This design comes from an exercise in tuning for small area, a short achievable clock period and few clock cycles per item on the open sky130 flow, not from production work. Only simulation tests tie the RTL to the original design; equivalence was not proved. No activity file was given, so power comes from the tool's default toggle rates.

$ cat design/flow/flow/run.sh
#!/bin/bash
set -euo pipefail
MARGIN=6.5
bash standard.sh SETUP_SLACK_MARGIN=$MARGIN finish > standard_flow.log 2>&1
$ cat design/flow/standard.sh
#!/bin/bash
# synth_recipe.tcl (not shown) runs the flow's synth.tcl, then flattens the netlist and writes it again
# the make line also repeats each setting of config.mk as NAME=value (left out here)
make -C /OpenROAD-flow-scripts/flow DESIGN_CONFIG=/design/flow/config.mk WORK_HOME=/design/flow/orfs CLKGATE_MAP_FILE= SYNTH_SCRIPT=/design/flow/synth_recipe.tcl "${@:-finish}"
$ cat design/flow/config.mk
export PLATFORM = sky130hd
export DESIGN_NAME = bemu_alu
export DESIGN_NICKNAME = bemu_alu
export VERILOG_FILES = /design/flow/design.v
export SDC_FILE = /design/flow/constraint.sdc
export NUM_CORES = 4
export LEC_CHECK = 0
export CAP_MARGIN = 20
export CORE_MARGIN = 2
export CORE_UTILIZATION = 40
export SLEW_MARGIN = 20
export SYNTH_HIERARCHICAL = 1
$ cat design/flow/constraint.sdc
create_clock -name core_clock -period 12.0 [get_ports {clk}]
set_input_delay 2.4000 -clock core_clock [delete_from_list [all_inputs] [get_ports {clk}]]
set_output_delay 2.4000 -clock core_clock [all_outputs]
set_load 0.01 [all_outputs]
$ cat design/flow/design.v
module bemu_alu (
    input  wire        clk,
    input  wire        rst,
    input  wire        start,
    input  wire [7:0]  op,
    input  wire [3:0]  size,
    input  wire [63:0] a,
    input  wire [63:0] b,
    input  wire [63:0] rflag,
    output wire        done,
    output wire [63:0] result,
    output wire        taken,
    output wire        fault
);
    wire [4:0] o = op[4:0];
    wire op_mov = (o == 5'h04);
    wire op_add = (o == 5'h07);
    wire op_sub = (o == 5'h08);
    wire op_mul = (o == 5'h09);
    wire op_div = (o == 5'h0A);
    wire op_mod = (o == 5'h0B);
    wire op_inc = (o == 5'h0C);
    wire op_dec = (o == 5'h0D);
    wire op_cmp = (o == 5'h0E);
    wire op_divmod = op_div | op_mod;
    wire k8  = size[1] | size[2] | size[3];    
    wire k16 = size[2] | size[3];              
    wire k32 = size[3];                        
    wire [63:0] mask = {{32{k32}}, {16{k16}}, {8{k8}}, 8'hFF};
    wire [63:0] am = a & mask;
    wire [63:0] bm = b & mask;
    wire sa = (size[0] & a[7]) | (size[1] & a[15]) | (size[2] & a[31]) | (size[3] & a[63]);
    wire sb = (size[0] & b[7]) | (size[1] & b[15]) | (size[2] & b[31]) | (size[3] & b[63]);
    wire bz = (bm == 64'd0);
    wire fz = (rflag == 64'd0);
    wire fn = rflag[63];
    reg  cond;
    always @(*) begin
        case (o)
            5'h0F:   cond = fz;
            5'h10:   cond = !fz;
            5'h11:   cond = fn;
            5'h12:   cond = !fn && !fz;
            5'h13:   cond = fn || fz;
            5'h14:   cond = !fn;
            default: cond = 1'b0;
        endcase
    end
    wire use_a = op_add | op_sub | op_inc | op_dec | op_divmod | op_cmp;
    wire b_pos = op_add | op_mov;
    wire b_neg = op_sub | op_cmp;
    wire [63:0] xa = {64{use_a}} & mask;              
    wire [63:0] xs = {64{op_cmp}} & ~mask;            
    wire [63:0] yp = {64{b_pos}} & mask;              
    wire [63:0] yn = {64{b_neg}} & mask;              
    wire [63:0] ys = {64{op_cmp}} & ~mask;            
    wire [63:0] y1 = {64{op_dec}} & mask;             
    wire [63:0] x_in = (a & xa) | ({64{sa}} & xs);
    wire [63:0] y_in = (b & yp) | (~b & yn) | ({64{~sb}} & ys) | y1;
    wire c_in = op_sub | op_cmp | op_inc;
    wire [63:0] omask_in = op_cmp ? 64'hFFFF_FFFF_FFFF_FFFF : mask;
    wire [7:0] anz, bnz;
    genvar gi;
    generate for (gi = 0; gi < 8; gi = gi + 1) begin : g_nz
        assign anz[gi] = |am[8*gi+7:8*gi];
        assign bnz[gi] = |bm[8*gi+7:8*gi];
    end endgenerate
    wire [7:0] ath, bth;    
    assign ath[7] = anz[7];
    assign bth[7] = bnz[7];
    generate for (gi = 6; gi >= 0; gi = gi - 1) begin : g_th
        assign ath[gi] = ath[gi+1] | anz[gi];
        assign bth[gi] = bth[gi+1] | bnz[gi];
    end endgenerate
    wire a_short = |(bth & ~ath);
    reg         idle, s_mul, s_dv, s_nrm;
    reg         done_r, taken_r, fault_r;
    reg  [63:0] R, E, Q;
    reg         c32;
    reg         g8, g16, g32;             
    reg         is_mod;
    reg  [5:0]  cnt;
    assign done   = done_r;
    assign taken  = taken_r;
    assign fault  = fault_r;
    assign result = {sumh[31:0], R[31:0]};
    wire in_norm = s_nrm;
    wire in_div  = s_dv;    
    wire [63:0] p0 = (E ^ {64{in_div}}) & {64{Q[0] | in_div}};
    wire [63:0] p1 = {E[62:0], 1'b0} & {64{Q[1] & ~in_div}};
    wire [63:0] fs = R ^ p0 ^ p1;
    wire [63:0] fm = (R & p0) | (R & p1) | (p0 & p1);
    wire [32:0] suml;
    wire [32:0] sumh;
    wire [64:0] sum;
    wire [63:0] fc = {fm[62:0], 1'b0};
    bemu_add #(.W(32)) adl (.x(x_in[31:0]), .y(y_in[31:0]), .ci(c_in), .s(suml));
    bemu_add #(.W(32)) adh (.x(R[63:32]), .y(Q[63:32]), .ci(c32), .s(sumh));
    bemu_add #(.W(64)) al  (.x(fs), .y(fc), .ci(in_div), .s(sum));
    wire        ge   = sum[64] | fm[63];    
    wire [63:0] rmask = {{32{g32}}, {16{g16}}, {8{g8}}, 8'hFF};
    wire        mul_last = (Q[63:2] == 62'd0);
    wire [63:0] tR;
    assign tR[63] = R[63];
    generate for (gi = 62; gi >= 0; gi = gi - 1) begin : g_tr
        assign tR[gi] = tR[gi+1] | R[gi];
    end endgenerate
    wire fit16 = ~|({E[47:0], 16'd0} & ~tR) & ~|E[63:48];
    wire fit4  = ~|({E[59:0], 4'd0} & ~tR) & ~|E[63:60];
    wire fit1  = ~|({E[62:0], 1'b0} & ~tR) & ~E[63];
    wire norm_shift = in_norm & ~fault_r & (fit16 | fit4 | fit1);
    wire [63:0] q_next = {Q[62:0], ge};
    always @(posedge clk) begin
        if (rst) begin
            idle   <= 1'b1;
            s_mul  <= 1'b0;
            s_dv   <= 1'b0;
            s_nrm  <= 1'b0;
            done_r <= 1'b0;
        end else if (idle) begin
            done_r <= start & ~op_mul & ~op_divmod;
            if (start & op_mul) begin
                idle  <= 1'b0;
                s_mul <= 1'b1;
            end
            if (start & op_divmod) begin
                idle  <= 1'b0;
                s_dv  <= 1'b1;
                s_nrm <= 1'b1;
            end
        end else if (s_mul) begin
            if (mul_last) begin
                idle   <= 1'b1;
                s_mul  <= 1'b0;
                done_r <= 1'b1;
            end
        end else begin
            if (fault_r || (!norm_shift && cnt == 6'd0)) begin
                idle   <= 1'b1;
                s_dv   <= 1'b0;
                done_r <= 1'b1;
            end
            if (!norm_shift)
                s_nrm <= 1'b0;
        end
    end
    always @(posedge clk) begin
        if (idle) begin
            R       <= {x_in[63:32], suml[31:0] & omask_in[31:0]};
            c32     <= suml[32] & (k32 | op_cmp);
            taken_r <= cond;
            fault_r <= op_divmod & bz;
            g8      <= k8;
            g16     <= k16;
            g32     <= k32;
            is_mod  <= op_mod;
            cnt     <= 6'd0;
            E       <= (op_mul & ~a_short) ? am : bm;
            Q       <= op_mul ? (a_short ? am : bm) : y_in;
        end else if (s_mul) begin
            R <= sum[63:0] & rmask;
            Q <= {2'b00, Q[63:2]};
            E <= {E[61:0], 2'b00};
        end else if (norm_shift) begin
            Q <= 64'd0;
            if (fit16) begin
                E   <= {E[47:0], 16'd0};
                cnt <= cnt + 6'd16;
            end else if (fit4) begin
                E   <= {E[59:0], 4'd0};
                cnt <= cnt + 6'd4;
            end else begin
                E   <= {E[62:0], 1'b0};
                cnt <= cnt + 6'd1;
            end
        end else begin
            Q   <= q_next;
            E   <= {1'b0, E[63:1]};
            cnt <= cnt - 6'd1;
            if (fault_r)
                R <= 64'd0;
            else if (cnt == 6'd0) begin
                Q[63:32] <= 32'd0;
                R <= is_mod ? (ge ? sum[63:0] : R) : q_next;
            end else if (ge)
                R <= sum[63:0];
        end
    end
endmodule
module bemu_add #(parameter W = 32) (
    input  wire [W-1:0] x,
    input  wire [W-1:0] y,
    input  wire         ci,
    output wire [W:0]   s
);
    wire [W+1:0] t = {1'b0, x, 1'b1} + {1'b0, y, ci};
    assign s = t[W+1:1];
endmodule
==> flow_summary_export.csv, run 1 <==
group,metric,value,unit
route,first_pass_iters,6,
route,drc,0,
sta,hold_viol,0,
pwr,p_total,3005,uW
clock_network,clkTransAtPathRegs,70,ps
layout,drive_gt1_frac,0.1495,
setup_path,cp-start-kind,"input pin",
route,num_vias,30442,
placement,gp_congestion,1.015,
clock_network,cts_sinks,210,
setup_path,cp.arrival,5960,ps
route,ant_nets,0,
sta,fin_tns_setup,0,ps
setup_path,r2r-end,"R[63]",
setup_path,reg2regPathDepth,18,
setup_path,cp.required,12410,ps
worst_hold_path,min_to,"Q[43]",
layout,layout_commonest_cell,"nand2_1",
clock_network,htree_num_levels,1,
logic_synthesis,syn_inst,3611,
route,routed_via_density,6.558,
global_route,grt_overflow_total,0,
die,initial_utilization,0.4023,
setup_path,ff2ff_setup_slack,6610,ps
sta,holdWs,506.7,ps
layout,fin_util,0.4863,
die,num_io_pins,274,
run_status,run_status,"no timing/DRC/antenna violations",
pwr,power.leakage,0.01359,uW
layout,fill_cells,6799,
die,die_h,265.9,um
sta,finalCriticalPeriod,5551,ps
setup_path,crit_path_end_kind,"flip-flop",
logic_synthesis,synth_warnings,7,
sta,clock_skew,16.59,ps
clock_network,root_buffer,"clkbuf_16",
setup_path,crit_fanout,43,
logic_synthesis,syn_area,0.02745,mm2
route,drt_iter0_drc,3810,
global_route,grt_pass1_wl,182900,um
global_route,antenna_found_initial,2,
die,die_area,0.07073,mm2
flow_run,cap_violations,0,
layout,area_growth,20.89,%
setup_path,criticalPathCategory,"in2reg",
clock_network,clock_path_buffers,3,
sta,max-slew-margin-rel,0.3134,
clock_network,insertion_delay,560,ps
layout,n_antenna_cell,0,
worst_hold_path,min_path_cells,2,
sta,timing.fmax,180.1,MHz
die,die_w,265.9,um
layout,layout_common_cells,"nand2_1, o21ai_0, a21oi_1",
sta,rsz0062_at_grt,"true",
route,wl_per_cell,26.87,um
sta,setup_ws,6449,ps
setup_path,worstReg2RegStart,"s_dv",
die,row_count,96,
sta,period_share,0.4626,
pwr,vdd_drop_max,0.09679,mV
global_route,grt_pass1_vias,27997,
clock_network,cts_buffers,24,
sta,setup_viol,0,
placement,io_buffers,270,
placement,post-place-ws,4264,ps
sta,slew_viol_final,0,
die,core-area,0.06823,mm2
clock_network,cts_tree,"done",
global_route,grt.total_usage,0.3383,
sta,tightest_slew,1023,ps
layout,nNetsFinal,4151,
pwr,p_per_area,90.56,mW/mm2
global_route,grt_max_degree,122,
worst_hold_path,hold_start,"Q[42]",
route,wl,124700,um
worst_hold_path,hp-class,"reg2reg",
placement,hpwlAfterDp,91010,um
logic_synthesis,syn-mean-instance-area,7.601,um2
==> through the flow <==
stage / cells / instance area (um2)
after detailed placement: 4463 / 30150
final: 4642 / 33180
after floorplan: 3612 / 27630
after global placement: 4463 / 30150
after global routing: 4642 / 33180
after CTS: 4594 / 32280
==> report_power, final <==
part           internal [uW]  switching (uW)
Sequential               799             165
Clock                    401             336
Combinational            519             785
==> timing repair <==
action	CTS	global route
cloned	12	4
hold buffers	0	0
resized for setup	216	149
buffers inserted	77	44
endpoints found under the setup margin	190	132
pin swaps	51	61
==> registers in the layout, indices dropped and copies added (netlist names), 6 cells and up <==
register and count:
E 64, Q 64, R 64, cnt 6
==> cell type report <==
type,count,area [um2],share of cell area
clock buffer,37,699.4,0.02108
clock inverter,5,40.04,0.001207
inverter,89,340.3,0.01026
multi-input combinational,2988,21750,0.6556
sequential,210,4947,0.1491
tap,882,1104,0.03326
timing repair buffer,431,4298,0.1295
==> critical path, stage by stage <==
cell and delay [ps]:
clkdlybuf4s50_1 510, or4_1 600, o21ai_4 210, a211oi_1 120, o31a_1 340, o31a_2 420, nor2_4 140, buf_8 390
mux2i_1 580, o221ai_1 210
==> how the worst max path moves through the flow <==
stage / startpoint / slack [ps] / to / cells after the start
final: b[9] / 6450 / E[38] / 10
after global routing: R[32] / 6370 / result[60] / 13
after floorplan: op[0] / 6240 / R[29] / 19
after global placement: op[0] / 4280 / R[30] / 17
after CTS: R[32] / 6450 / result[60] / 13
after detailed placement: op[3] / 4260 / R[30] / 17
==> layer usage <==
metal	vias to the layer above	GRT usage	share of wire
li1	13668	-	-
met1	14664	0.4861	0.42
met2	1867	0.4974	0.42
met3	239	0.08614	0.13
met4	4	0.09338	0.032
met5	-	0	0.00022
Testbench counts, summed over its fixed seeds: cycles 30,559, ops 12,000.
==> inputs of run 2 (changes only) <==
--- a/design/flow/design.v
+++ b/design/flow/design.v
@@ -59,5 +59,6 @@
     wire [63:0] y_in = (b & yp) | (~b & yn) | ({64{~sb}} & ys) | y1;
     wire c_in = op_sub | op_cmp | op_inc;
-    wire [63:0] omask_in = op_cmp ? 64'hFFFF_FFFF_FFFF_FFFF : mask;
+    wire kill8  = size[0] & ~op_cmp;
+    wire kill16 = size[1] & ~op_cmp;
     wire [7:0] anz, bnz;
     genvar gi;
@@ -87,6 +88,14 @@
     wire in_norm = s_nrm;
     wire in_div  = s_dv;    
-    wire [63:0] p0 = (E ^ {64{in_div}}) & {64{Q[0] | in_div}};
-    wire [63:0] p1 = {E[62:0], 1'b0} & {64{Q[1] & ~in_div}};
+    reg         pb;
+    wire b0s1 = in_div | (Q[0] ^ pb);
+    wire b0s2 = ~in_div & ((Q[1] & ~Q[0] & ~pb) | (~Q[1] & Q[0] & pb));
+    wire b0n  = in_div | (Q[1] & ~(Q[0] & pb));
+    wire b1s1 = ~in_div & (Q[2] ^ Q[1]);
+    wire b1s2 = ~in_div & ((Q[3] & ~Q[2] & ~Q[1]) | (~Q[3] & Q[2] & Q[1]));
+    wire b1n  = ~in_div & Q[3] & ~(Q[2] & Q[1]);
+    wire [63:0] e2 = {E[62:0], 1'b0};
+    wire [63:0] p0 = ((E & {64{b0s1}}) | (e2 & {64{b0s2}})) ^ {64{b0n}};
+    wire [63:0] p1 = {((E[61:0] & {62{b1s1}}) | (e2[61:0] & {62{b1s2}})), 2'b00} ^ {64{b1n}};
     wire [63:0] fs = R ^ p0 ^ p1;
     wire [63:0] fm = (R & p0) | (R & p1) | (p0 & p1);
@@ -94,11 +103,11 @@
     wire [32:0] sumh;
     wire [64:0] sum;
-    wire [63:0] fc = {fm[62:0], 1'b0};
+    wire [63:0] fc = {fm[62:0], b0n & ~in_div};
     bemu_add #(.W(32)) adl (.x(x_in[31:0]), .y(y_in[31:0]), .ci(c_in), .s(suml));
     bemu_add #(.W(32)) adh (.x(R[63:32]), .y(Q[63:32]), .ci(c32), .s(sumh));
-    bemu_add #(.W(64)) al  (.x(fs), .y(fc), .ci(in_div), .s(sum));
+    bemu_add #(.W(64)) al  (.x(fs), .y(fc), .ci(b1n | in_div), .s(sum));
     wire        ge   = sum[64] | fm[63];    
     wire [63:0] rmask = {{32{g32}}, {16{g16}}, {8{g8}}, 8'hFF};
-    wire        mul_last = (Q[63:2] == 62'd0);
+    wire        mul_last = (Q[63:3] == 61'd0);
     wire [63:0] tR;
     assign tR[63] = R[63];
@@ -147,5 +156,6 @@
     always @(posedge clk) begin
         if (idle) begin
-            R       <= {x_in[63:32], suml[31:0] & omask_in[31:0]};
+            R       <= {x_in[63:32], suml[31:17], suml[16] & ~kill16,
+                        suml[15:9], suml[8] & ~kill8, suml[7:0]};
             c32     <= suml[32] & (k32 | op_cmp);
             taken_r <= cond;
@@ -156,10 +166,12 @@
             is_mod  <= op_mod;
             cnt     <= 6'd0;
+            pb      <= 1'b0;
             E       <= (op_mul & ~a_short) ? am : bm;
             Q       <= op_mul ? (a_short ? am : bm) : y_in;
         end else if (s_mul) begin
             R <= sum[63:0] & rmask;
-            Q <= {2'b00, Q[63:2]};
-            E <= {E[61:0], 2'b00};
+            Q  <= {4'b0000, Q[63:4]};
+            E  <= {E[59:0], 4'b0000};
+            pb <= Q[3];
         end else if (norm_shift) begin
             Q <= 64'd0;
==> run 2 against run 1 <==
Compared with the run above: critical path type is now reg2reg; power increased by 33%; still clean on timing, DRC and antenna; global-route usage increased by 0.96 points; clock skew increased by 9.7 ps; critical endpoint is now R[63]; setup slack got worse by 230 ps; critical path depth increased by 16; flip-flop and latch count increased by 1; highest routed layer is now met4.
==> flow_summary_export.csv, run 2 <==
group,metric,value,unit
clock_network,cts_sinks,211,
sta,rsz0062_at_grt,"true",
layout,nNetsFinal,4292,
sta,timing.fmax,173.0,MHz
clock_network,clkTransAtPathRegs,60,ps
setup_path,criticalPathCategory,"reg2reg",
route,routed_via_density,6.505,
die,die_area,0.07345,mm2
sta,slew_viol_final,0,
global_route,grt_overflow_total,0,
sta,clock_skew,26.32,ps
setup_path,cp-start-kind,"flip-flop",
worst_hold_path,hp-class,"reg2reg",
placement,io_buffers,270,
die,core-area,0.07027,mm2
logic_synthesis,syn_inst,3684,
global_route,antenna_found_initial,2,
die,num_io_pins,274,
route,ant_nets,0,
sta,max-slew-margin-rel,0.2316,
die,row_count,97,
clock_network,root_buffer,"clkbuf_16",
layout,layout_commonest_cell,"a21oi_1",
clock_network,htree_num_levels,1,
setup_path,slowest_stage,"fa_1",
pwr,power.leakage,0.01406,uW
logic_synthesis,synth_warnings,7,
layout,fill_cells,6716,
layout,fin_cells,4842,
pwr,p_per_area,110.7,mW/mm2
die,die_w,271.0,um
sta,period_share,0.4817,
die,die_h,271.0,um
layout,area_growth,26.26,%
placement,dp.cells,4611,
route,first_pass_iters,8,
sta,setup_viol,0,
flow_run,cap_violations,0,
route,wl,135400,um
sta,hold_viol,0,
clock_network,cts_buffers,26,
clock_network,cts_tree,"done",
sta,finalCriticalPeriod,5780,ps
logic_synthesis,syn-mean-instance-area,7.742,um2
setup_path,worst-path-buf-inv,6,
placement,gp_congestion,0.9955,
setup_path,cp.required,12300,ps
clock_network,insertion_delay,590,ps
sta,tightest_slew,1148,ps
layout,n_antenna_cell,0,
pwr,vdd_drop_max,0.1060,mV
setup_path,crit_family,"compound AO/OA/AOI/OAI gates",
setup_path,max_stage_delay,510,ps
layout,layout_common_cells,"a21oi_1, nor2_1, nand2_1",
route,num_vias,31498,
layout,drive_gt1_frac,0.1814,
run_status,run_status,"no timing/DRC/antenna violations",
global_route,grt_pass1_wl,196000,um
placement,hpwlAfterDp,95240,um
route,drt_iter0_drc,4216,
route,wl_per_cell,27.96,um
logic_synthesis,syn_area,0.02852,mm2
sta,fin_tns_setup,0,ps
route,drc,0,
pwr,p_total,3988,uW
setup_path,cp.arrival,6080,ps
clock_network,clock_path_buffers,3,
setup_path,crit_path_end_kind,"flip-flop",
layout,largestRegisters,"E: 64 flops, Q: 64 flops, R: 64 flops",
global_route,grt.total_usage,0.3479,
setup_path,crit_fanout,8,
global_route,grt_pass1_vias,29236,
layout,fin_util,0.5124,
global_route,grt_max_degree,77,
clock_network,cts_hold_buffers,0,
die,initial_utilization,0.4059,
setup_path,cpMostUsedCell,"buf_6",
run 2: cell types whose count changed in the layout (fill, tap and decap cells not counted), sizes merged, moves of 41 or more:
cell and delta:
xnor2 +66, o211ai +42, o221ai -43, a22oi +94, and2 -94, nand3 -41
buf +84, a21oi +149, o21ai -106, nand2 -141, xor2 +62
run 2: worst paths after layout:
path | cells after the start | startpoint | end | slack (ps)
setup / recovery | 26 | Q[2] | R[63] | 6220
hold / removal | 1 | done_r | done_r | 510
setup reg to reg | 26 | Q[2] | R[63] | 6220
hold reg to reg | 1 | done_r | done_r | 510
run 2: metal layers:
layer  share of wire  global-route usage  up-vias  wire, um
met5               0                   0        -         0
met4           0.047              0.1390        0      6359
met1            0.40              0.4698    15087     54670
met3            0.11             0.07367      340     14890
met2            0.44              0.5384     1910     59480
li1                -                   -    14161         -
run 2: cell type report:
| cell class | instances | area (um2) | area share |
|---|---|---|---|
| well taps | 940 | 1176 | 0.03266 |
| inverters | 103 | 401.6 | 0.01115 |
| flip-flops and latches | 211 | 4984 | 0.1384 |
| multi-input cells | 3035 | 23480 | 0.6519 |
| clock inverters | 5 | 60.06 | 0.001668 |
| clock buffers | 42 | 823.3 | 0.02286 |
| repair buffers | 506 | 5089 | 0.1413 |
run 2: metrics by stage:
step | hold WS, ps | worst slack, ps | area [um2]
floorplan | 460.7 | 6284 | 28660
detailed placement | 494.2 | 3922 | 31510
CTS | 508.6 | 6307 | 35030
global route | 520.0 | 6164 | 36010
finish | 509.0 | 6220 | 36010
global placement | 500.9 | 3989 | 31490
run 2: power by group:
| part | internal (uW) | leakage [uW] | switching, uW | total, uW |
|---|---|---|---|---|
| sequential | 791 | 0.00201 | 158 | 949 |
| clock | 489 | 0.000432 | 360 | 849 |
| combinational | 911 | 0.0116 | 1280 | 2190 |
run 2: timing repair:
action | CTS | global route
resized for setup | 425 | 143
cloned | 20 | 1
endpoints found under the setup margin | 212 | 126
setup buffers | 110 | 53
pin swaps | 143 | 103
Testbench counts of run 2, summed over its fixed seeds: cycles 28,128, ops 12,000.
==> inputs of run 3 (changes only) <==
--- a/design/flow/design.v
+++ b/design/flow/design.v
@@ -88,11 +88,24 @@
     wire in_norm = s_nrm;
     wire in_div  = s_dv;    
-    reg         pb;
-    wire b0s1 = in_div | (Q[0] ^ pb);
-    wire b0s2 = ~in_div & ((Q[1] & ~Q[0] & ~pb) | (~Q[1] & Q[0] & pb));
-    wire b0n  = in_div | (Q[1] & ~(Q[0] & pb));
-    wire b1s1 = ~in_div & (Q[2] ^ Q[1]);
-    wire b1s2 = ~in_div & ((Q[3] & ~Q[2] & ~Q[1]) | (~Q[3] & Q[2] & Q[1]));
-    wire b1n  = ~in_div & Q[3] & ~(Q[2] & Q[1]);
+    function automatic [5:0] booth(input [3:0] q, input qm);
+        begin
+            booth[0] = q[0] ^ qm;                                       
+            booth[1] = (q[1] & ~q[0] & ~qm) | (~q[1] & q[0] & qm);      
+            booth[2] = q[1] & ~(q[0] & qm);                             
+            booth[3] = q[2] ^ q[1];                                     
+            booth[4] = (q[3] & ~q[2] & ~q[1]) | (~q[3] & q[2] & q[1]);  
+            booth[5] = q[3] & ~(q[2] & q[1]);                           
+        end
+    endfunction
+    localparam [5:0] DIV_CTL = 6'b000_101;    
+    reg  [5:0]  bc;
+    reg         fc0, cin_al;
+    wire b0s1 = bc[0];
+    wire b0s2 = bc[1];
+    wire b0n  = bc[2];
+    wire b1s1 = bc[3];
+    wire b1s2 = bc[4];
+    wire b1n  = bc[5];
+    wire [3:0] mq_in = a_short ? am[3:0] : bm[3:0];
     wire [63:0] e2 = {E[62:0], 1'b0};
     wire [63:0] p0 = ((E & {64{b0s1}}) | (e2 & {64{b0s2}})) ^ {64{b0n}};
@@ -103,8 +116,8 @@
     wire [32:0] sumh;
     wire [64:0] sum;
-    wire [63:0] fc = {fm[62:0], b0n & ~in_div};
+    wire [63:0] fc = {fm[62:0], fc0};
     bemu_add #(.W(32)) adl (.x(x_in[31:0]), .y(y_in[31:0]), .ci(c_in), .s(suml));
     bemu_add #(.W(32)) adh (.x(R[63:32]), .y(Q[63:32]), .ci(c32), .s(sumh));
-    bemu_add #(.W(64)) al  (.x(fs), .y(fc), .ci(b1n | in_div), .s(sum));
+    bemu_add #(.W(64)) al  (.x(fs), .y(fc), .ci(cin_al), .s(sum));
     wire        ge   = sum[64] | fm[63];    
     wire [63:0] rmask = {{32{g32}}, {16{g16}}, {8{g8}}, 8'hFF};
@@ -120,4 +133,5 @@
     wire norm_shift = in_norm & ~fault_r & (fit16 | fit4 | fit1);
     wire [63:0] q_next = {Q[62:0], ge};
+    wire        div_last = (cnt == 6'd0);
     always @(posedge clk) begin
         if (rst) begin
@@ -166,5 +180,13 @@
             is_mod  <= op_mod;
             cnt     <= 6'd0;
-            pb      <= 1'b0;
+            if (op_divmod) begin
+                bc     <= DIV_CTL;
+                fc0    <= 1'b0;
+                cin_al <= 1'b1;
+            end else begin
+                bc     <= booth(mq_in, 1'b0);
+                fc0    <= booth(mq_in, 1'b0) >> 2;
+                cin_al <= booth(mq_in, 1'b0) >> 5;
+            end
             E       <= (op_mul & ~a_short) ? am : bm;
             Q       <= op_mul ? (a_short ? am : bm) : y_in;
@@ -173,5 +195,7 @@
             Q  <= {4'b0000, Q[63:4]};
             E  <= {E[59:0], 4'b0000};
-            pb <= Q[3];
+            bc     <= booth(Q[7:4], Q[3]);
+            fc0    <= booth(Q[7:4], Q[3]) >> 2;
+            cin_al <= booth(Q[7:4], Q[3]) >> 5;
         end else if (norm_shift) begin
             Q <= 64'd0;
@@ -190,11 +214,12 @@
             E   <= {1'b0, E[63:1]};
             cnt <= cnt - 6'd1;
-            if (fault_r)
+            if (ge & ~fault_r & ~(div_last & ~is_mod))
+                R <= sum[63:0];
+            else if (fault_r)
                 R <= 64'd0;
-            else if (cnt == 6'd0) begin
+            else if (div_last & ~is_mod)
+                R <= q_next;
+            if (div_last)
                 Q[63:32] <= 32'd0;
-                R <= is_mod ? (ge ? sum[63:0] : R) : q_next;
-            end else if (ge)
-                R <= sum[63:0];
         end
     end
==> run 3 against run 2 <==
Compared with the run above: still clean on timing, DRC and antenna; register-to-register slack better by 95 ps; flip-flop and latch count increased by 6; critical path depth shrank 4; clock-buffer cell count shrank 7; largest cell class unchanged.
==> flow_summary_export.csv, run 3 <==
group,metric,value,unit
global_route,grt_pass1_wl,187500,um
layout,drive_gt1_frac,0.1879,
route,wl_per_cell,27.16,um
setup_path,crit_fanout,16,
logic_synthesis,syn_area,0.02829,mm2
global_route,grt.total_usage,0.3321,
layout,fin_util,0.5107,
die,die_h,270.0,um
sta,setup_ws,6315,ps
clock_network,cts_sinks,217,
route,drc,0,
pwr,p_per_area,149.5,mW/mm2
global_route,grt_overflow_total,0,
placement,dpl_cell_area,0.03121,mm2
sta,max-slew-margin-rel,0.2159,
global_route,grt_max_degree,81,
clock_network,cts_hold_buffers,0,
logic_synthesis,syn_inst,3729,
placement,io_buffers,270,
route,drt_iter0_drc,4832,
sta,clock_skew,47.94,ps
setup_path,cp-start-kind,"flip-flop",
sta,timing.fmax,175.9,MHz
die,die_area,0.07288,mm2
layout,nNetsFinal,4321,
sta,period_share,0.4737,
clock_network,clkTransAtPathRegs,60,ps
route,first_pass_iters,9,
clock_network,cts_buffers,25,
pwr,power.leakage,0.01462,uW
layout,largestRegisters,"E: 64 flops, Q: 64 flops, R: 64 flops",
route,ant_nets,0,
layout,fill_cells,6753,
logic_synthesis,synth_warnings,7,
layout,layout_commonest_cell,"a21oi_1",
placement,post-place-ws,4529,ps
clock_network,cts_tree,"done",
sta,tightest_slew,1167,ps
clock_network,htree_num_levels,1,
die,row_count,97,
setup_path,crit_path_end_kind,"flip-flop",
sta,setup_viol,0,
worst_hold_path,hp-class,"reg2reg",
placement,gp_congestion,0.9873,
die,die_w,270.0,um
setup_path,cp.required,12280,ps
route,wl,132200,um
route,num_vias,31737,
layout,area_growth,26.39,%
sta,rsz0062_at_grt,"true",
sta,slew_viol_final,0,
sta,holdWs,489.4,ps
die,core-area,0.07003,mm2
setup_path,cp.arrival,5970,ps
flow_run,cap_violations,0,
setup_path,criticalPathCategory,"reg2reg",
layout,n_antenna_cell,0,
die,initial_utilization,0.4040,
layout,multi_input_area,0.02314,mm2
layout,fin_area,0.03576,mm2
layout,ff_latch_area,0.005206,mm2
run_status,run_status,"no timing/DRC/antenna violations",
sta,hold_viol,0,
sta,fin_tns_setup,0,ps
clock_network,clock_path_buffers,3,
global_route,antenna_found_initial,5,
logic_synthesis,syn-mean-instance-area,7.588,um2
die,num_io_pins,274,
clock_network,insertion_delay,580,ps
pwr,vdd_drop_max,0.1029,mV
clock_network,root_buffer,"clkbuf_16",
layout,layout_common_cells,"a21oi_1, nand2_1, nor2_1",
sta,finalCriticalPeriod,5685,ps
placement,hpwlAfterDp,94520,um
global_route,grt_pass1_vias,28484,
route,routed_via_density,6.521,
## run 3: final timing paths
path	start	to	slack, ps	depth (start not counted)
worst min-delay path	cnt[1]	cnt[1]	490	2
worst max register to register	bc[3]	R[21]	6320	22
worst max-delay path	bc[3]	R[21]	6320	22
worst min register to register	cnt[1]	cnt[1]	490	2
## run 3: metal layers
layer	GRT usage	vias up	routed length, um
met5	0	-	34
met4	0.1045	6	5497
met3	0.09646	279	17870
met2	0.4775	2053	54640
met1	0.4731	15201	54150
li1	-	14198	-
## run 3: layout make-up
cell class              count  area share
clock buffers              35     0.01966
clock inverters            11    0.002414
inverters                 131     0.01375
multi-input cells        3029      0.6471
flip-flops and latches    217      0.1456
well taps                 940     0.03289
repair buffers            504      0.1386
## run 3: repair_timing
| item | CTS | global route |
|---|---|---|
| hold endpoints to repair | 0 | 0 |
| endpoints found under the setup margin | 231 | 140 |
| pin swaps | 68 | 98 |
| cloned | 6 | 16 |
| buffers inserted | 86 | 72 |
| gates resized for setup | 323 | 274 |
## run 3: stage by stage
step,std cells,total power (uW)
floorplan,3729,2845
global placement,4641,3868
detailed placement,4641,3857
CTS,4779,4808
global route,4867,5569
finish,4867,5346
## run 3: where the power goes
| part | leakage (uW) | total (uW) | internal, uW | switching [uW] |
|---|---|---|---|---|
| Combinational | 0.0122 | 3600 | 1420 | 2180 |
| Clock | 0.000388 | 777 | 430 | 346 |
| Sequential | 0.00209 | 968 | 819 | 149 |
## run 3: worst max-delay path, stage by stage, from the launching register on
cell and delay [ps]:
edfxtp_1 440, buf_6 180, buf_12 160, a22oi_2 220, xnor2_1 160, fa_1 480, ha_4 320, nand4_1 190
nor2_4 150, nand2_2 80, or4b_1 520, o32a_1 270, a31oi_4 320, nand2_2 140, o41ai_4 240, a21o_1 270
nor2b_4 80, nor3_4 290, buf_6 160, clkbuf_16 140, buf_4 110, a21oi_1 50, o21ai_0 430
Testbench counts of run 3, summed over its fixed seeds: cycles 28,128, ops 12,000.
==> inputs of run 4 (changes only) <==
==> design/flow/flow/run.sh (replaced) <==
#!/bin/bash
set -euo pipefail
MARGIN=7
bash standard.sh SETUP_SLACK_MARGIN=$MARGIN finish > standard_flow.log 2>&1
==> run 4 against run 3 <==
Compared with the run above: setup slack improved by 48 ps; critical endpoint is now result[61]; power grew 5.7%; synthesized cell count stayed put; non-clock buffer count is 83 higher; register-to-register slack improved by 80 ps; first-iteration DRC count rose by 4.8%; sequential power up 0.4%; highest routed layer unchanged.
==> flow_summary_export.csv, run 4 <==
group,metric,value,unit
route,wl_per_cell,28.08,um
sta,rsz0062_at_grt,"true",
global_route,grt_pass1_wl,200500,um
placement,gp_congestion,1.018,
layout,layout_common_cells,"a21oi_1, nand2_1, nor2_1",
setup_path,reg2regPathDepth,20,
sta,max-slew-margin-rel,0.2309,
clock_network,clock_path_buffers,3,
logic_synthesis,synth_warnings,7,
die,row_count,97,
sta,hold_viol,0,
sta,setup_viol,0,
run_status,run_status,"no timing/DRC/antenna violations",
route,first_pass_iters,7,
layout,nNetsFinal,4406,
route,wl_met2,57870,um
worst_hold_path,hp-class,"reg2reg",
route,ant_nets,0,
clock_network,cts_buffers,26,
setup_path,crit_start,"R[38]",
route,wl_met1,55340,um
die,core-area,0.07003,mm2
setup_path,crit_path_end_kind,"output port",
clock_network,cts_tree,"done",
layout,area_growth,32.99,%
setup_path,endpoint,"result[61]",
setup_path,cp.arrival,3240,ps
pwr,p_per_area,150.2,mW/mm2
route,drc,0,
sta,timing.fmax,177.4,MHz
route,wl_met3,18030,um
setup_path,ff2ff_setup_slack,6400,ps
setup_path,cp-start-kind,"flip-flop",
route,wl,139100,um
sta,fin_tns_setup,0,ps
global_route,grt_pass1_vias,29858,
layout,fin_util,0.5373,
die,die_w,270.0,um
clock_network,cts_sinks,217,
clock_network,clkTransAtPathRegs,60,ps
layout,drive_gt1_frac,0.2233,
sta,period_share,0.4697,
setup_path,worstReg2RegStart,"E[14]",
logic_synthesis,syn-mean-instance-area,7.588,um2
pwr,power.leakage,0.01561,uW
global_route,grt.total_usage,0.3582,
clock_network,insertion_delay,590,ps
route,routed_via_density,6.614,
sta,slew_viol_final,0,
sta,finalCriticalPeriod,5636,ps
layout,layout_commonest_cell,"a21oi_1",
logic_synthesis,syn_area,0.02829,mm2
global_route,grt_overflow_total,0,
die,initial_utilization,0.4040,
setup_path,r2r-end,"R[32]",
flow_run,cap_violations,0,
placement,dp.cells,4636,
route,num_vias,32765,
sta,clock_skew,42.38,ps
die,die_h,270.0,um
sta,setup_ws,6364,ps
logic_synthesis,syn_inst,3729,
clock_network,htree_num_levels,1,
placement,post-place-ws,4593,ps
setup_path,crit_fanout,6,
pwr,vdd_drop_max,0.1074,mV
setup_path,cp.required,9600,ps
placement,hpwlAfterDp,94860,um
global_route,grt_max_degree,84,
route,top_layer,"met5",
setup_path,criticalPathCategory,"reg2out",
global_route,antenna_found_initial,3,
die,num_io_pins,274,
placement,io_buffers,270,
layout,fin_cells,4954,
die,die_area,0.07288,mm2
route,drt_iter0_drc,5065,
clock_network,root_buffer,"clkbuf_16",
sta,tightest_slew,1145,ps
layout,largestRegisters,"E: 64 flops, Q: 64 flops, R: 64 flops",
-- run 4: changes by cell type in the layout (fill, tap and decap cells not counted), moves of 10 or more --
cell,change
buf_4,+34
clkdlybuf4s50_1,-86
nor3b_1,+10
dlygate4sd2_1,+28
a21oi_2,+14
mux2i_1,-10
dlymetal6s2s_1,+25
nor4_1,-12
buf_2,+27
buf_12,+19
buf_16,+22
a21oi_1,-16
-- run 4: through the flow --
step	power, uW	cell area, um2	hold WS (ps)
4_1_cts	5290	36450	485.5
3_3_place_gp	3949	31400	467.8
2_1_floorplan	2936	28880	448.6
6_report	5652	37630	485.3
3_5_place_dp	3939	31400	478.1
5_1_grt	5848	37630	510.9
-- run 4: worst max-delay path, cell delays in order (launching register included) --
cell and delay, ps:
edfxtp_1 500, ha_4 360, o21a_1 130, nor2_1 60, o21ai_1 200, o21ai_4 110, buf_12 140, o41ai_4 290
a211oi_2 140, a211oi_2 220, xor2_1 290, buf_2 200
-- run 4: worst min-delay path by stage --
stage,end,start,cells past startpoint,slack (ps)
floorplan,cnt[1],cnt[1],2,450
global placement,cnt[1],cnt[1],2,470
detailed placement,cnt[1],cnt[1],2,480
CTS,cnt[1],cnt[1],2,490
global route,cnt[1],cnt[1],2,510
finish,cnt[1],cnt[1],2,490
-- run 4: cell type report --
cell class	instances	area, um2
clock inverter	15	176.4
antenna	1	2.502
multi-input combinational	3030	23620
sequential	217	5205
tap	940	1176
inverter	131	495.5
clock buffer	33	698.2
timing repair buffer	587	6251
fill	6411	32400
-- run 4: repair_timing --
action	4_1_cts	5_1_grt
pin swaps	170	116
cloned	37	3
setup endpoints to repair	295	273
gates resized for setup	664	202
hold buffers	0	0
buffers inserted	179	50
-- run 4: report_power, final --
group	internal (uW)	leakage [uW]	switching, uW
clock network	497	0.000426	363
registers	819	0.00209	153
logic	1520	0.0131	2300
-- run 4: per-layer routing --
metal | track usage | vias to the layer above
met2 | 0.5298 | 2261
met1 | 0.4923 | 15718
met4 | 0.1491 | 2
met3 | 0.09148 | 387
met5 | 0 | -
li1 | - | 14397
==> inputs of run 5 (changes only) <==
==> design/flow/flow/run.sh (replaced) <==
#!/bin/bash
# The standard layout (standard.sh: the standard flow's synthesis and ORFS flow, with
# config.mk's settings), except that
#  - buffer_ports gives each port a plain buf_1 instead of the delay cell
#    (clkdlybuf4s50_1) it picks by itself.
# The clock period and constraint.sdc are the design's.
set -euo pipefail
MARGIN=6.5
bash standard.sh SETUP_SLACK_MARGIN=$MARGIN \
  "BUFFER_PORTS_ARGS=-buffer_cell sky130_fd_sc_hd__buf_1" finish > standard_flow.log 2>&1
==> run 5 against run 4 <==
Compared with the run above: register-to-register slack worse by 80 ps; cell area shrank 10%; fmax down 0.72%; largest power group unchanged.
==> flow_summary_export.csv, run 5 <==
group,metric,value,unit
run_status,run_status,"no timing/DRC/antenna violations",
route,wl_per_cell,26.97,um
placement,io_buffers,270,
die,num_io_pins,274,
placement,dpl_cell_area,0.02951,mm2
sta,rsz0062_at_grt,"true",
pwr,clockPowerShare,0.153,
placement,gp_congestion,0.9872,
route,drt_iter0_drc,4736,
logic_synthesis,syn-mean-instance-area,7.588,um2
layout,drive_gt1_frac,0.1687,
die,core-area,0.07003,mm2
global_route,grt_pass1_wl,188000,um
clock_network,root_buffer,"clkbuf_16",
clock_network,cts_tree,"done",
die,die_h,270.0,um
clock_network,cts_sinks,217,
global_route,grt.total_usage,0.3334,
setup_path,max_stage_delay,520,ps
route,routed_via_density,6.549,
placement,dp.cells,4636,
global_route,antenna_found_initial,5,
sta,period_share,0.4731,
setup_path,crit_chain,"buf_6 > buf_12 > a22oi_2 > xnor2_4 > fa_1 > ha_4 > nand4_1 > nor2_1 > nand2_1 > or4b_1 > o32a_1 > a31oi_4 > nand2_2 > o41ai_4 > a21o_1 > nor2b_4 > nor3_4 > buf_12 > buf_12 > nor3b_2 > a21oi_1 > o21ai_1 > mux2_4",
route,drc,0,
global_route,busiest_layer,"met2",
sta,tightest_slew,1182,ps
sta,setup_viol,0,
global_route,grt_overflow_total,0,
logic_synthesis,syn_inst,3729,
global_route,grt_pass1_vias,28309,
layout,layout_commonest_cell,"a21oi_1",
setup_path,criticalPathCategory,"reg2reg",
pwr,vdd_drop_max,0.1366,mV
die,die_area,0.07288,mm2
pwr,p_per_area,155.5,mW/mm2
global_route,met2_usage,0.4968,
sta,timing.fmax,176.1,MHz
sta,clock_skew,30.80,ps
route,ant_nets,0,
die,die_w,270.0,um
global_route,grt.met3_usage,0.07744,
layout,nNetsFinal,4296,
route,first_pass_iters,9,
setup_path,crit_path_end_kind,"flip-flop",
clock_network,htree_num_levels,1,
setup_path,crit_fanout,8,
layout,area_growth,19.69,%
clock_network,clock_path_buffers,3,
global_route,grt_max_degree,156,
setup_path,cpMostUsedCell,"buf_12",
setup_path,cp-start-kind,"flip-flop",
logic_synthesis,synth_warnings,7,
pwr,pwr-share-comb,0.664,
setup_path,slowest_stage,"or4b_1",
pwr,internal_power,2612,uW
clock_network,clkTransAtPathRegs,70,ps
placement,hpwlAfterDp,92960,um
setup_path,worst-path-buf-inv,4,
layout,layout_common_cells,"a21oi_1, nand2_1, buf_1",
pwr,power.switching,2653,uW
pwr,switching_share,0.5040,
setup_path,crit_family,"compound AO/OA/AOI/OAI gates",
global_route,grtUsageMet1,0.4734,
layout,fin_area,0.03387,mm2
die,row_count,97,
worst_hold_path,hp-class,"reg2reg",
pwr,power.leakage,0.01369,uW
flow_run,cap_violations,0,
pwr,seq_power_share,0.183,
layout,largestRegisters,"E: 64 flops, Q: 64 flops, R: 64 flops",
sta,slew_viol_final,0,
sta,finalCriticalPeriod,5677,ps
sta,hold_viol,0,
layout,fin_cells,4842,
clock_network,cts_buffers,24,
route,num_vias,31709,
logic_synthesis,syn_area,0.02829,mm2
setup_path,cp.required,12290,ps
clock_network,insertion_delay,570,ps
setup_path,cp.arrival,5970,ps
route,wl,130600,um
sta,max-slew-margin-rel,0.2048,
sta,fin_tns_setup,0,ps
die,initial_utilization,0.4040,
[run 5: cell count changes in the layout (fill, tap and decap cells not counted), moves of 17 or more]
cell | previous run | this run
dlygate4sd2_1 | 41 | 0
buf_2 | 32 | 6
buf_16 | 25 | 5
buf_12 | 36 | 19
buf_6 | 31 | 13
clkdlybuf4s50_1 | 149 | 0
buf_1 | 0 | 253
dlymetal6s2s_1 | 27 | 0
buf_4 | 214 | 159
[run 5: cell type report]
class	count	area, um2
diodes	2	5.005
clock buffers	30	655.6
well taps	940	1176
fillers	6878	36160
flip-flops and latches	217	5197
repair buffers	479	3326
clock inverters	13	157.7
inverters	131	495.5
multi-input cells	3030	22850
[run 5: power by group through the flow]
stage / Sequential [uW] / Clock [uW] / Combinational (uW)
CTS: 954 / 802 / 3220
global placement: 973 / 0 / 2810
finish: 964 / 808 / 3490
global route: 966 / 826 / 3700
floorplan: 874 / 0 / 1970
detailed placement: 972 / 0 / 2800
[run 5: final timing paths]
path | slack, ps | end | from | cells past startpoint
max | 6320 | R[15] | bc[3] | 23
min | 480 | cnt[1] | cnt[1] | 2
max reg2reg | 6320 | R[15] | bc[3] | 23
min reg2reg | 480 | cnt[1] | cnt[1] | 2
[run 5: stage by stage]
step           total power [uW]  setup slack, ps    util  hold WS, ps
4_1_cts                    4980             6462  0.4654        486.5
3_5_place_dp               3776             4729  0.4213        477.6
3_3_place_gp               3782             4795  0.4213        465.6
5_1_grt                    5496             6282  0.4836        535.6
2_1_floorplan              2845             5975       -        448.6
6_report                   5265             6323  0.4836        483.7
[run 5: worst min-delay path, stage by stage (launching register included)]
cell	delay [ps]
dfxtp_1	330
nand2_1	60
a21oi_1	50
[run 5: repair_timing]
| action | 4_1_cts | 5_1_grt |
|---|---|---|
| setup endpoints to repair | 186 | 133 |
| resized for setup | 282 | 177 |
| gates cloned | 14 | 10 |
| setup buffers | 83 | 54 |
| pin swaps | 108 | 86 |
| endpoints found under the hold margin | 0 | 0 |
| hold buffers | 0 | 0 |
[run 5: routing by layer]
layer  part of all wire  up-vias
met5           0.000092        -
met4              0.040        2
met3               0.13      286
met2               0.42     2095
met1               0.41    15171
li1                   -    14155
==> inputs of run 6 (changes only) <==
--- a/design/flow/flow/run.sh
+++ b/design/flow/flow/run.sh
@@ -6,5 +6,5 @@
 # The clock period and constraint.sdc are the design's.
 set -euo pipefail
-MARGIN=6.5
+MARGIN=6.3
 bash standard.sh SETUP_SLACK_MARGIN=$MARGIN \
   "BUFFER_PORTS_ARGS=-buffer_cell sky130_fd_sc_hd__buf_1" finish > standard_flow.log 2>&1
==> run 6 against run 5 <==
Compared with the run above: die area unchanged; clock skew increased by 1.9 ps; highest routed layer unchanged; wire length decreased by 1.8%; area after synthesis unchanged; critical path type is now in2reg; critical path depth decreased by 4; cell area decreased by 2.6%; power decreased by 1.2%.
==> flow_summary_export.csv, run 6 <==
group,metric,value,unit
run_status,run_status,"no timing/DRC/antenna violations",
pwr,p_per_area,157.8,mW/mm2
route,first_pass_iters,8,
route,num_vias,31418,
layout,largestRegisters,"E: 64 flops, Q: 64 flops, R: 64 flops",
sta,hold_viol,0,
pwr,switching_share,0.5021,
route,wl_per_cell,26.65,um
sta,period_share,0.4732,
placement,io_buffers,270,
pwr,vdd_drop_max,0.1072,mV
die,die_h,270.0,um
sta,tightest_slew,1280,ps
layout,nNetsFinal,4259,
logic_synthesis,syn_area,0.02829,mm2
die,row_count,97,
global_route,grt_overflow_total,0,
setup_path,crit_fanout,6,
global_route,grt_max_degree,89,
clock_network,htree_num_levels,1,
setup_path,cp.arrival,5960,ps
sta,finalCriticalPeriod,5679,ps
flow_run,cap_violations,0,
die,core-area,0.07003,mm2
layout,layout_commonest_cell,"a21oi_1",
sta,slew_viol_final,0,
setup_path,crit_path_end_kind,"flip-flop",
route,wl,128200,um
sta,rsz0062_at_grt,"true",
sta,fin_tns_setup,0,ps
layout,fill_cells,6950,
clock_network,cts_tree,"done",
worst_hold_path,min_path_cells,2,
route,ant_nets,0,
pwr,seq_power_share,0.186,
logic_synthesis,syn-mean-instance-area,7.588,um2
layout,ff_latch_area,0.005181,mm2
global_route,grt_pass1_wl,181500,um
sta,setup_viol,0,
global_route,grt.total_usage,0.3214,
layout,area_growth,16.56,%
pwr,clockPowerShare,0.154,
die,initial_utilization,0.4040,
layout,multi_input_area,0.02247,mm2
layout,layout_common_cells,"a21oi_1, nand2_1, buf_1",
pwr,pwr-share-comb,0.661,
route,drt_iter0_drc,4484,
die,die_area,0.07288,mm2
pwr,power.switching,2613,uW
route,routed_via_density,6.530,
sta,clock_skew,32.69,ps
clock_network,clkTransAtPathRegs,70,ps
pwr,internal_power,2591,uW
setup_path,criticalPathCategory,"in2reg",
global_route,grt_pass1_vias,27661,
layout,drive_gt1_frac,0.1426,
pwr,power.leakage,0.01341,uW
global_route,antenna_found_initial,7,
sta,timing.fmax,176.1,MHz
setup_path,cp-start-kind,"input pin",
sta,max-slew-margin-rel,0.1389,
setup_path,cp.required,12280,ps
clock_network,clock_path_buffers,3,
logic_synthesis,syn_inst,3729,
clock_network,insertion_delay,570,ps
clock_network,cts_buffers,25,
setup_path,reg2regPathDepth,23,
sta,holdWs,483.4,ps
clock_network,root_buffer,"clkbuf_16",
placement,gp_congestion,0.9682,
die,num_io_pins,274,
clock_network,cts_sinks,217,
die,die_w,270.0,um
route,drc,0,
clock_network,cts_hold_buffers,0,
logic_synthesis,synth_warnings,7,
placement,hpwlAfterDp,93000,um
worst_hold_path,hp-class,"reg2reg",
## run 6: metrics by stage
stage | cells | utilization | power, uW | instance area (um2) | setup slack, ps
floorplan | 3729 | - | 2842 | 28370 | 5974
global placement | 4637 | 0.4207 | 3778 | 29460 | 4769
detailed placement | 4637 | 0.4207 | 3768 | 29460 | 4706
CTS | 4722 | 0.4431 | 4642 | 31030 | 6285
global route | 4810 | 0.4709 | 5428 | 32980 | 6179
finish | 4811 | 0.4710 | 5204 | 32980 | 6321
## run 6: what timing repair did
| item | 4_1_cts | 5_1_grt |
|---|---|---|
| resized for setup | 101 | 246 |
| endpoints found under the setup margin | 206 | 131 |
| cloned | 7 | 13 |
| pin swaps | 20 | 80 |
| setup buffers | 32 | 70 |
## run 6: final timing paths
path | slack (ps) | from | to
setup reg to reg | 6360 | bc[3] | R[11]
hold reg to reg | 480 | cnt[1] | cnt[1]
setup / recovery | 6320 | op[4] | R[30]
hold / removal | 480 | cnt[1] | cnt[1]
## run 6: critical path: stages
cell and delay, ps:
buf_12 110, nand2b_4 140, or3_4 440, or3_4 370, buf_12 140, nor2_4 170, buf_4 150, buf_6 110
a21o_1 100, ha_2 310, a21o_1 200, a21o_1 170, a21o_1 190, a21o_1 180, a21o_1 200, a31oi_4 180
xnor2_2 90, a22oi_1 190, o21ai_1 110
## run 6: per-layer routing
metal,track usage,vias to the layer above,part of all wire
met5,0,-,0.00014
met1,0.4606,15063,0.41
met4,0.1101,4,0.040
li1,-,14097,-
met3,0.07379,255,0.13
met2,0.4694,1999,0.42
## run 6: power groups by stage
stage	Combinational, uW	Clock (uW)	Sequential (uW)
2_1_floorplan	1970	0	874
3_3_place_gp	2800	0	973
3_5_place_dp	2800	0	972
4_1_cts	2890	795	955
5_1_grt	3640	819	969
6_report	3440	799	967
## run 6: cell type report
type | count | area share
Clock buffer | 36 | 0.02276
Sequential cell | 217 | 0.1571
Timing Repair Buffer | 440 | 0.08528
Clock inverter | 10 | 0.002352
Tap cell | 940 | 0.03566
Inverter | 131 | 0.01502
Multi-Input combinational cell | 3031 | 0.6814
Antenna cell | 6 | 0.0004552
==> inputs of run 7 (changes only) <==
--- a/design/flow/flow/run.sh
+++ b/design/flow/flow/run.sh
@@ -6,5 +6,5 @@
 # The clock period and constraint.sdc are the design's.
 set -euo pipefail
-MARGIN=6.3
+MARGIN=6.7
 bash standard.sh SETUP_SLACK_MARGIN=$MARGIN \
   "BUFFER_PORTS_ARGS=-buffer_cell sky130_fd_sc_hd__buf_1" finish > standard_flow.log 2>&1
==> run 7 against run 6 <==
Compared with the run above: still clean; first-iteration DRC count is 10% higher; clock-buffer cell count unchanged; area after synthesis unchanged; fmax grew 2.0%; hold slack better by 16 ps; sequential share of layout area fell by 0.85 points; setup slack improved by 110 ps; combinational power up 7.6%; highest routed layer unchanged.
==> flow_summary_export.csv, run 7 <==
group,metric,value,unit
global_route,grt_overflow_total,0,
setup_path,crit_fanout,10,
die,die_area,0.07288,mm2
global_route,grt_pass1_vias,29304,
logic_synthesis,syn-mean-instance-area,7.588,um2
clock_network,cts_hold_buffers,0,
setup_path,reg2regPathDepth,24,
layout,area_growth,23.84,%
layout,nNetsFinal,4363,
clock_network,insertion_delay,570,ps
run_status,run_status,"no timing/DRC/antenna violations",
setup_path,cp.required,12290,ps
sta,period_share,0.4642,
setup_path,cp.arrival,5860,ps
worst_hold_path,min_path_cells,2,
sta,timing.fmax,179.5,MHz
sta,tightest_slew,1153,ps
pwr,pwr-share-comb,0.673,
layout,layout_commonest_cell,"a21oi_1",
sta,slew_viol_final,0,
pwr,internal_power,2759,uW
die,die_w,270.0,um
route,wl_per_cell,27.39,um
layout,fill_cells,6818,
setup_path,crit_path_end_kind,"flip-flop",
sta,rsz0062_at_grt,"true",
pwr,clockPowerShare,0.152,
global_route,grt.met3_usage,0.08730,
placement,io_buffers,270,
clock_network,htree_num_levels,1,
die,row_count,97,
pwr,power.switching,2734,uW
setup_path,r2r-end,"R[9]",
clock_network,clock_path_buffers,3,
global_route,grt_pass1_wl,195100,um
global_route,met2_usage,0.5120,
setup_path,cp-start-kind,"flip-flop",
sta,max-slew-margin-rel,0.2243,
route,wl,134600,um
pwr,power.leakage,0.01413,uW
die,die_h,270.0,um
layout,layout_common_cells,"a21oi_1, nand2_1, buf_1",
route,drc,0,
sta,setup_viol,0,
setup_path,worstReg2RegStart,"bc[0]",
layout,drive_gt1_frac,0.1928,
clock_network,root_buffer,"clkbuf_16",
global_route,grt.total_usage,0.3476,
sta,clock_skew,37.57,ps
sta,fin_tns_setup,0,ps
global_route,antenna_found_initial,9,
setup_path,criticalPathCategory,"reg2reg",
worst_hold_path,min_to,"cnt[1]",
pwr,seq_power_share,0.176,
die,initial_utilization,0.4040,
pwr,vdd_drop_max,0.1082,mV
logic_synthesis,syn_inst,3729,
clock_network,cts_sinks,217,
clock_network,cts_buffers,24,
route,drt_iter0_drc,4950,
sta,hold_viol,0,
logic_synthesis,synth_warnings,7,
worst_hold_path,hp-class,"reg2reg",
pwr,p_per_area,156.7,mW/mm2
flow_run,cap_violations,0,
layout,largestRegisters,"E: 64 flops, Q: 64 flops, R: 64 flops",
route,routed_via_density,6.553,
global_route,grtUsageMet1,0.4833,
route,num_vias,32199,
placement,post-place-ws,4752,ps
setup_path,ff2ff_setup_slack,6430,ps
worst_hold_path,hold_start,"cnt[1]",
global_route,busiest_layer,"met2",
route,first_pass_iters,10,
placement,gp_congestion,0.9885,
sta,setup_ws,6430,ps
sta,finalCriticalPeriod,5570,ps
placement,hpwlAfterDp,93310,um
clock_network,cts_tree,"done",
clock_network,clkTransAtPathRegs,70,ps
route,ant_nets,0,
die,num_io_pins,274,
die,core-area,0.07003,mm2
logic_synthesis,syn_area,0.02829,mm2
pwr,switching_share,0.4978,
global_route,grt_max_degree,90,
run 7: worst max path at each step:
stage | from | end | slack (ps) | depth (start not counted)
2_1_floorplan | op[4] | R[29] | 5970 | 18
3_3_place_gp | op[1] | R[27] | 4750 | 18
3_5_place_dp | op[1] | R[31] | 4750 | 18
4_1_cts | bc[0] | R[15] | 6530 | 24
5_1_grt | bc[0] | R[9] | 6260 | 24
6_report | bc[0] | R[9] | 6430 | 24
run 7: power groups by stage:
stage | Combinational [uW] | Sequential, uW | Clock (uW)
finish | 3700 | 964 | 833
global route | 3890 | 966 | 853
CTS | 3440 | 954 | 826
detailed placement | 2800 | 971 | 0
global placement | 2820 | 972 | 0
floorplan | 1990 | 874 | 0
run 7: stage by stage:
stage	power (uW)	hold slack, ps	util	instances	cell area (um2)
after floorplan	2863	448.6	-	3729	28550
final	5492	499.6	0.5004	4914	35040
after CTS	5215	499.8	0.4900	4876	34320
after global routing	5707	518.4	0.5004	4914	35040
after global placement	3790	466.1	0.4219	4638	29550
after detailed placement	3775	490.3	0.4219	4638	29550
run 7: critical path, cell delays in order (launching register included):
cell      delay [ps]
edfxtp_1         380
buf_6            150
buf_12           130
buf_16           140
a22oi_2          200
xnor2_1          180
fa_1             510
ha_4             340
nand3_4          100
nor2_4           130
nand2_2           80
or4b_1           520
o32a_1           290
a31oi_4          310
nand2_2          130
o41ai_4          260
a21o_1           280
nor2b_4           80
nor3_4           190
buf_12           160
buf_12           130
nor3b_1           60
a21oi_1          150
o21ai_0          100
mux2_4           310
run 7: area by class of cell:
cell class	count	area [um2]	share of cell area
multi-input combinational	3032	23140	0.6604
timing repair buffer	544	4156	0.1186
clock inverter	8	115.1	0.003285
sequential	217	5207	0.1486
tap	940	1176	0.03357
clock buffer	36	738.2	0.02107
inverter	131	491.7	0.01403
antenna	6	15.01	0.0004285
run 7: repair_timing:
action | in CTS | in global routing
pin swaps | 194 | 70
endpoints found under the setup margin | 269 | 173
buffers inserted | 166 | 26
gates resized for setup | 436 | 111
cloned | 28 | 6
run 7: routing by layer:
| metal | vias up | part of all wire |
|---|---|---|
| met5 | - | 0.00026 |
| met4 | 6 | 0.049 |
| met3 | 362 | 0.13 |
| met2 | 2244 | 0.42 |
| met1 | 15269 | 0.41 |
| li1 | 14318 | - |
==> inputs of run 8 (changes only) <==
--- a/design/flow/design.v
+++ b/design/flow/design.v
@@ -14,15 +14,16 @@
 );
     wire [4:0] o = op[4:0];
-    wire op_mov = (o == 5'h04);
-    wire op_add = (o == 5'h07);
-    wire op_sub = (o == 5'h08);
-    wire op_mul = (o == 5'h09);
-    wire op_div = (o == 5'h0A);
-    wire op_mod = (o == 5'h0B);
-    wire op_inc = (o == 5'h0C);
-    wire op_dec = (o == 5'h0D);
-    wire op_cmp = (o == 5'h0E);
-    wire op_divmod = op_div | op_mod;
-    wire k8  = size[1] | size[2] | size[3];    
+    wire lo8 = ~o[4] & ~o[3];                
+    wire hi8 = ~o[4] & o[3];                 
+    wire op_mov = lo8 & ~o[0];
+    wire op_add = lo8 & o[0];
+    wire op_sub = hi8 & (o[2:0] == 3'd0);
+    wire op_mul = hi8 & (o[2:0] == 3'd1);
+    wire op_mod = hi8 & (o[2:0] == 3'd3);
+    wire op_inc = hi8 & (o[2:0] == 3'd4);
+    wire op_dec = hi8 & (o[2:0] == 3'd5);
+    wire op_cmp = hi8 & (o[2:0] == 3'd6);
+    wire op_divmod = hi8 & ~o[2] & o[1];
+    wire k8  = ~size[0];                       
     wire k16 = size[2] | size[3];              
     wire k32 = size[3];                        
@@ -47,7 +48,7 @@
         endcase
     end
-    wire use_a = op_add | op_sub | op_inc | op_dec | op_divmod | op_cmp;
-    wire b_pos = op_add | op_mov;
-    wire b_neg = op_sub | op_cmp;
+    wire use_a = op_add | (hi8 & (o[2:0] != 3'd1) & (o[2:0] != 3'd7));
+    wire b_pos = lo8;                                  
+    wire b_neg = hi8 & ~o[0] & ~(o[2] ^ o[1]);         
     wire [63:0] xa = {64{use_a}} & mask;              
     wire [63:0] xs = {64{op_cmp}} & ~mask;            
@@ -58,5 +59,5 @@
     wire [63:0] x_in = (a & xa) | ({64{sa}} & xs);
     wire [63:0] y_in = (b & yp) | (~b & yn) | ({64{~sb}} & ys) | y1;
-    wire c_in = op_sub | op_cmp | op_inc;
+    wire c_in = hi8 & ~o[0] & (o[2] | ~o[1]);         
     wire kill8  = size[0] & ~op_cmp;
     wire kill16 = size[1] & ~op_cmp;
--- a/design/flow/flow/run.sh
+++ b/design/flow/flow/run.sh
@@ -6,5 +6,5 @@
 # The clock period and constraint.sdc are the design's.
 set -euo pipefail
-MARGIN=6.7
+MARGIN=6.3
 bash standard.sh SETUP_SLACK_MARGIN=$MARGIN \
   "BUFFER_PORTS_ARGS=-buffer_cell sky130_fd_sc_hd__buf_1" finish > standard_flow.log 2>&1
==> run 8 against run 7 <==
Compared with the run above: still clean on timing, DRC and antenna; setup slack got worse by 51 ps; synthesized cell count decreased by 5.5%; cell count decreased by 8.0%; hold slack got worse by 34 ps; utilization decreased by 3.9 points; critical path depth decreased by 6; area after synthesis decreased by 2.5%; via count decreased by 8.6%; clock-buffer cell count increased by 5; sequential power increased by 0.8%; clock skew decreased by 13 ps; critical path type is now in2reg; largest cell class unchanged.
==> flow_summary_export.csv, run 8 <==
group,metric,value,unit
route,wl,118200,um
logic_synthesis,syn-mean-instance-area,7.828,um2
pwr,seq_power_share,0.193,
sta,slew_viol_final,0,
global_route,grt.met3_usage,0.05240,
pwr,power.leakage,0.01260,uW
clock_network,clock_path_buffers,3,
pwr,p_per_area,159.5,mW/mm2
global_route,antenna_found_initial,4,
setup_path,crit_path_end_kind,"flip-flop",
placement,dp.cells,4387,
route,drt_iter0_drc,3560,
layout,nNetsFinal,4029,
die,num_io_pins,274,
route,routed_via_density,6.511,
layout,area_growth,14.61,%
die,die_area,0.07106,mm2
setup_path,cp.required,12310,ps
global_route,busiest_layer,"met2",
layout,ff_latch_area,0.005169,mm2
sta,rsz0062_at_grt,"true",
pwr,clockPowerShare,0.183,
die,initial_utilization,0.4028,
route,first_pass_iters,9,
placement,io_buffers,270,
setup_path,criticalPathCategory,"in2reg",
layout,layout_commonest_cell,"a21oi_1",
flow_run,cap_violations,0,
layout,fin_cells,4522,
sta,setup_viol,0,
setup_path,cp.arrival,5940,ps
clock_network,htree_num_levels,1,
clock_network,cts_hold_buffers,0,
pwr,power.switching,2455,uW
sta,tightest_slew,1067,ps
sta,hold_viol,0,
route,num_vias,29444,
logic_synthesis,syn_inst,3523,
sta,timing.fmax,177.9,MHz
logic_synthesis,syn_area,0.02758,mm2
clock_network,insertion_delay,600,ps
placement,hpwlAfterDp,86970,um
clock_network,clkTransAtPathRegs,70,ps
global_route,grt_pass1_vias,27424,
layout,multi_input_area,0.02152,mm2
run_status,run_status,"no timing/DRC/antenna violations",
sta,max-slew-margin-rel,0.2873,
route,drc,0,
layout,largestRegisters,"E: 64 flops, Q: 64 flops, R: 64 flops",
pwr,vdd_drop_max,0.1162,mV
sta,fin_tns_setup,0,ps
sta,finalCriticalPeriod,5621,ps
setup_path,crit_fanout,7,
layout,layout_common_cells,"a21oi_1, buf_1, nand2_1",
global_route,grt_pass1_wl,172600,um
worst_hold_path,hp-class,"reg2reg",
global_route,grt_max_degree,79,
global_route,met2_usage,0.5037,
global_route,grt_overflow_total,0,
layout,drive_gt1_frac,0.1344,
clock_network,root_buffer,"clkbuf_16",
pwr,switching_share,0.4869,
die,die_h,266.6,um
logic_synthesis,synth_warnings,7,
die,die_w,266.6,um
placement,gp_congestion,0.9884,
clock_network,cts_sinks,217,
setup_path,cp-start-kind,"input pin",
die,row_count,96,
global_route,grtUsageMet1,0.4303,
route,ant_nets,0,
pwr,internal_power,2586,uW
global_route,grt.total_usage,0.3146,
route,wl_per_cell,26.14,um
pwr,pwr-share-comb,0.625,
sta,clock_skew,24.63,ps
layout,fill_cells,6926,
die,core-area,0.06847,mm2
clock_network,cts_tree,"done",
sta,period_share,0.4684,
clock_network,cts_buffers,30,
-- run 8: changes by cell type in the layout (fill, tap and decap cells not counted), sizes merged, moves of 21 or more --
cell    before  now
buf        530  378
a21oi      412  354
nor2       260  221
nand2      284  254
o211ai      19   47
o21ai      299  274
a221oi      53   76
o22a        23    0
mux2i       95   74
-- run 8: timing repair --
action | in CTS | in global routing
endpoints found under the setup margin | 232 | 179
setup buffers | 29 | 40
gates cloned | 4 | 5
pin swaps | 11 | 44
gates resized for setup | 98 | 163
-- run 8: final timing paths --
path	from	endpoint	slack [ps]	depth (start not counted)
min	done_r	done_r	470	2
max reg2reg	bc[0]	R[33]	6380	23
max	b[31]	R[31]	6380	18
min reg2reg	done_r	done_r	470	2
-- run 8: power by group through the flow --
stage | logic [uW] | clock network [uW] | registers (uW)
3_5_place_dp | 2720 | 0 | 984
5_1_grt | 3370 | 951 | 979
2_1_floorplan | 2030 | 0 | 889
6_report | 3150 | 921 | 972
4_1_cts | 2850 | 921 | 967
3_3_place_gp | 2720 | 0 | 985
-- run 8: stage by stage --
stage / setup WS [ps] / utilization / hold slack [ps] / power (uW) / cell area, um2
after floorplan: 6302 / - / 451.8 / 2919 / 27730
after global placement: 4830 / 0.4194 / 453.2 / 3704 / 28710
after detailed placement: 4800 / 0.4194 / 450.5 / 3703 / 28710
after CTS: 6231 / 0.4450 / 468.9 / 4735 / 30460
after global routing: 6184 / 0.4616 / 506.5 / 5301 / 31600
final: 6379 / 0.4616 / 466.1 / 5041 / 31600
-- run 8: routing by layer --
layer,vias to the layer above,share of wire
li1,13400,-
met1,14217,0.41
met2,1575,0.45
met3,248,0.10
met4,4,0.039
met5,-,0.00023
-- run 8: worst max-delay path, cell delays in order --
cell and delay [ps]:
buf_2 180, a22oi_1 320, nand4_1 230, buf_4 200
nor2_1 180, a21oi_4 100, o211ai_1 140, ha_1 330
and2_2 260, nand2_1 80, nand2_1 80, o21bai_1 200
or2_2 290, o211ai_1 310, a21oi_1 140, xor2_1 190
a22oi_1 180, o21ai_1 130
-- run 8: cell type report --
type | instances | area share
diodes | 1 | 0.00007918
repair buffers | 390 | 0.07518
flip-flops and latches | 217 | 0.1635
multi-input cells | 2857 | 0.6808
clock buffers | 41 | 0.02799
clock inverters | 15 | 0.003246
inverters | 119 | 0.01425
well taps | 882 | 0.03492
Testbench counts of run 8, summed over its fixed seeds: cycles 28,128, ops 12,000.

[separate check: timing with driven ports]
Ports are ideal in the flow. The routed layouts listed here were re-timed in OpenROAD. Step 1, drivers: a clkbuf_16 drives clk and a buf_2 each remaining input, both assumed. Step 2 moves the port delays by t, midway between the first and last clock arrival at a register: inputs arrive t later, outputs are due t later. That takes back most of the time a late clock gives input paths. a / b / c = ideal ports / drivers / drivers and shift; a / b = the first two.
run | t, ns | setup slack, ns | hold WS [ns] | worst data-port slew with drivers (ns) | pins driven straight from the clock port
run 1 | 0.605 | 6.449 / 6.429 / 5.874 | 0.507 / 0.507 / 0.507 | 0.12 | 1
run 2 | 0.635 | 6.220 / 6.220 / 5.805 | 0.509 / 0.509 / 0.509 | 0.05 | 1
run 3 | 0.613 | 6.315 / 6.315 / 5.763 | 0.489 / 0.489 / 0.489 | 0.08 | 1
run 4 | 0.631 | 6.364 / 6.301 / 5.881 | 0.485 / 0.485 / 0.485 | 0.11 | 1
run 5 | 0.607 | 6.323 / 6.323 / 5.784 | 0.484 / 0.484 / 0.484 | 0.10 | 1
run 6 | 0.613 | 6.321 / 6.306 / 5.717 | 0.483 / 0.483 / 0.483 | 0.09 | 1
run 7 | 0.610 | 6.430 / 6.430 / 5.910 | 0.500 / 0.500 / 0.500 | 0.10 | 1
run 8 | 0.658 | 6.379 / 6.352 / 5.768 | 0.466 / 0.466 / 0.466 | 0.09 | 1
After both steps setup and hold are still met in every run listed. The setup slack of run 8, which loses most, moves by -0.027 ns with the drivers and by -0.611 ns with both steps.
